This design comes from an exercise in tuning for small area on the open sky130 flow, not from production work. Only simulation tests tie the RTL to the original design; equivalence was not proved. The flow treats the clock pin as an ideal source, which a real chip does not have. Power is estimated from default activity; no workload was simulated.

alpha:
// pocsag_rx
module pocsag_rx (
    input  wire        clk,
    input  wire        rst,
    input  wire        in_valid,
    input  wire [15:0] in_sample,
    output wire        pre_found,
    output wire        sync_found,
    output wire        out_valid,
    output wire [3:0]  out_index,
    output wire [31:0] out_word,
    output wire        out_fail,
    output wire        out_addr
);
    localparam PRE_MIN_T = 519;
    localparam [31:0]  KMP_P  = 32'h1BA84B3E;
    localparam [159:0] KMP_FB = {5'd2, 5'd2, 5'd4, 5'd1, 5'd1, 5'd5, 5'd1, 5'd1,
                                 5'd1, 5'd3, 5'd1, 5'd3, 5'd1, 5'd2, 5'd2, 5'd2,
                                 5'd3, 5'd1, 5'd2, 5'd3, 5'd1, 5'd4, 5'd1, 5'd1,
                                 5'd2, 5'd0, 5'd1, 5'd1, 5'd1, 5'd1, 5'd1, 5'd0};
    localparam [1:0] S_PRE   = 2'd0,
                     S_SYNC  = 2'd1,
                     S_BATCH = 2'd2;
    wire bit_valid, bit_val;
    pocsag_slicer u_slicer (
        .clk       (clk),
        .rst       (rst),
        .in_valid  (in_valid),
        .in_sample (in_sample),
        .bit_valid (bit_valid),
        .bit_val   (bit_val)
    );
    reg  [1:0]  state;
    reg  [5:0]  cnt;       
    reg  [3:0]  rnd;       
    reg         full;      
    reg  [9:0]  ptrans;
    reg         prev;      
    reg         emit;
    reg  [3:0]  ph;
    reg  [3:0]  stg;       
    reg  [3:0]  stv;
    reg  [3:0]  pf;        
    reg  [15:0] ring [0:35];
  ...
Size in the first run: about 660 flip-flops, ~60 I/O pins, roughly 21000 sq um of cells after synthesis.
==> flow/config.mk <==
export PLATFORM = sky130hd
export DESIGN_NAME = pocsag_rx
export DESIGN_NICKNAME = pocsag_rx
export VERILOG_FILES = /design/flow/design.v
export SDC_FILE = /design/flow/constraint.sdc
export NUM_CORES = 4
export LEC_CHECK = 0
export CAP_MARGIN = 20
export CORE_MARGIN = 2
export CORE_UTILIZATION = 65
export CTS_BUF_LIST = sky130_fd_sc_hd__clkbuf_16
export CTS_CLUSTER_DIAMETER = 120
export CTS_CLUSTER_SIZE = 30
export PLACE_DENSITY = 0.75
export SLEW_MARGIN = 20
==> flow/constraint.sdc <==
create_clock -name core_clock -period 14.0 [get_ports {clk}]
set_input_delay 2.8000 -clock core_clock [delete_from_list [all_inputs] [get_ports {clk}]]
set_output_delay 2.8000 -clock core_clock [all_outputs]
set_load 0.01 [all_outputs]
run.sh (not shown) runs the stock make flow with config.mk's settings and CLKGATE_MAP_FILE= SYNTH_SCRIPT=/design/flow/synth_recipe.tcl, a recipe that flattens the netlist after the stock synthesis.
In summary, alpha completed successfully, with a layout that passed the timing, DRC and antenna checks.
Modified inputs, beta compared to alpha
==> flow/flow/run.sh (new file) <==
#!/bin/bash
set -euo pipefail
export BUFFER_PORTS_ARGS="-buffer_cell sky130_fd_sc_hd__buf_1"
bash standard.sh finish > standard.log 2>&1
==> flow/standard.sh (new file) <==
#!/bin/bash
# synth_recipe.tcl (not shown) runs the flow's synth.tcl, then flattens the netlist and writes it again
# the make line also repeats each setting of config.mk as NAME=value (left out here)
make -C /OpenROAD-flow-scripts/flow DESIGN_CONFIG=/design/flow/config.mk WORK_HOME=/design/flow/orfs CLKGATE_MAP_FILE= SYNTH_SCRIPT=/design/flow/synth_recipe.tcl "${@:-finish}"
removed: flow/run.sh
Results
Minimum clock period after layout: beta vs alpha down 0.12 ns
Delta (beta minus alpha): sequential share of the synthesized area held steady, sum of met2 wire segment lengths after detailed routing decreased by 0.77% relative to the old numbers.
Going from alpha to beta, internal portion of total power barely changed, total power rose about 0.33%, tightest slew margin relative to the limit saw an increase, wire length moved down, estimated wirelength of the detail-placed design saw a decrease.
~same synthesized area in beta and alpha
[inputs] gamma vs beta
diff --git a/flow/flow/run.sh b/flow/flow/run.sh
--- a/flow/flow/run.sh
+++ b/flow/flow/run.sh
@@ -3,0 +4,6 @@
+bash standard.sh cts > standard_cts.log 2>&1
+R=orfs/results/$FLOW_PLATFORM/pocsag_rx/base
+P=$FLOW_HOME/platforms/$FLOW_PLATFORM
+DONT_USE=$(make -s -C "$FLOW_HOME" DESIGN_CONFIG="$PWD/config.mk" WORK_HOME="$PWD/orfs" print-DONT_USE_CELLS 2>/dev/null | sed -n 's/^DONT_USE_CELLS: //p')
+RESULTS_DIR=$R PLATFORM_DIR=$P LIB_FILES=$P/lib/sky130_fd_sc_hd__tt_025C_1v80.lib DONT_USE_CELLS="$DONT_USE" \
+  openroad -no_init -exit flow/recover.tcl > recover.log 2>&1
==> flow/flow/recover.tcl (new file) <==
# Between clock tree synthesis and global routing: size cells down where the
# timing allows (OpenROAD's power recovery), then legalize the placement.
set res $::env(RESULTS_DIR)
read_liberty $::env(LIB_FILES)
read_db $res/4_cts.odb
read_sdc $res/4_cts.sdc
source $::env(PLATFORM_DIR)/setRC.tcl
set_dont_use $::env(DONT_USE_CELLS)
estimate_parasitics -placement
report_worst_slack -max
report_design_area
repair_timing -recover_power 100 -setup_margin 0.5 -verbose
detailed_placement
check_placement -verbose
estimate_parasitics -placement
report_worst_slack -max
report_check_types -max_slew -max_capacitance -violators
report_design_area
write_db $res/4_cts.odb
==> comparison <==
There was hardly any difference in post-route cell area between beta and gamma. Taking beta as the reference point, the minimum clock period after layout of gamma rises by 0.013 ns. In terms of buffer share of cell area, beta and gamma differ only marginally. Compared with beta, gamma shows worst setup slack lower by 0.013 ns. ~same final cell count in beta and gamma. On met3 track demand over resource in global routing, beta and gamma are neck and neck.

## afterwards: timing with drivers on the ports
How much do the figures lean on ideal ports? The routed layouts below were timed once more, with nothing changed but the port constraints. Step 1 (the two cells are an assumption about what drives the block):
set clk [get_ports {clk}]
set_driving_cell -lib_cell sky130_fd_sc_hd__clkbuf_16 $clk
set_driving_cell -lib_cell sky130_fd_sc_hd__buf_2 [delete_from_list [all_inputs] $clk]
Step 2 moves the port delays by t, midway between the first and last clock arrival at a register: inputs arrive t later, outputs are due t later. That takes back most of the time a late clock gives input paths. Three values: no drivers, after step 1, after step 2; two values: the first two.
run	t (ns)	setup WS [ns]	worst setup path after step 2	latest minus earliest clock arrival (ns)	worst slew at a driven data input, ns
alpha	0.621	2.454 / 2.484 / 1.864	input to register	0.033 / 0.033	0.04
beta	0.621	2.571 / 2.598 / 1.978	input to register	0.046 / 0.045	0.03
gamma	0.617	2.558 / 2.587 / 1.970	input to register	0.042 / 0.042	0.03
After both steps setup and hold are still met in every run listed. The setup slack of beta, which loses most, moves by +0.027 ns with the drivers and by -0.593 ns with both steps.
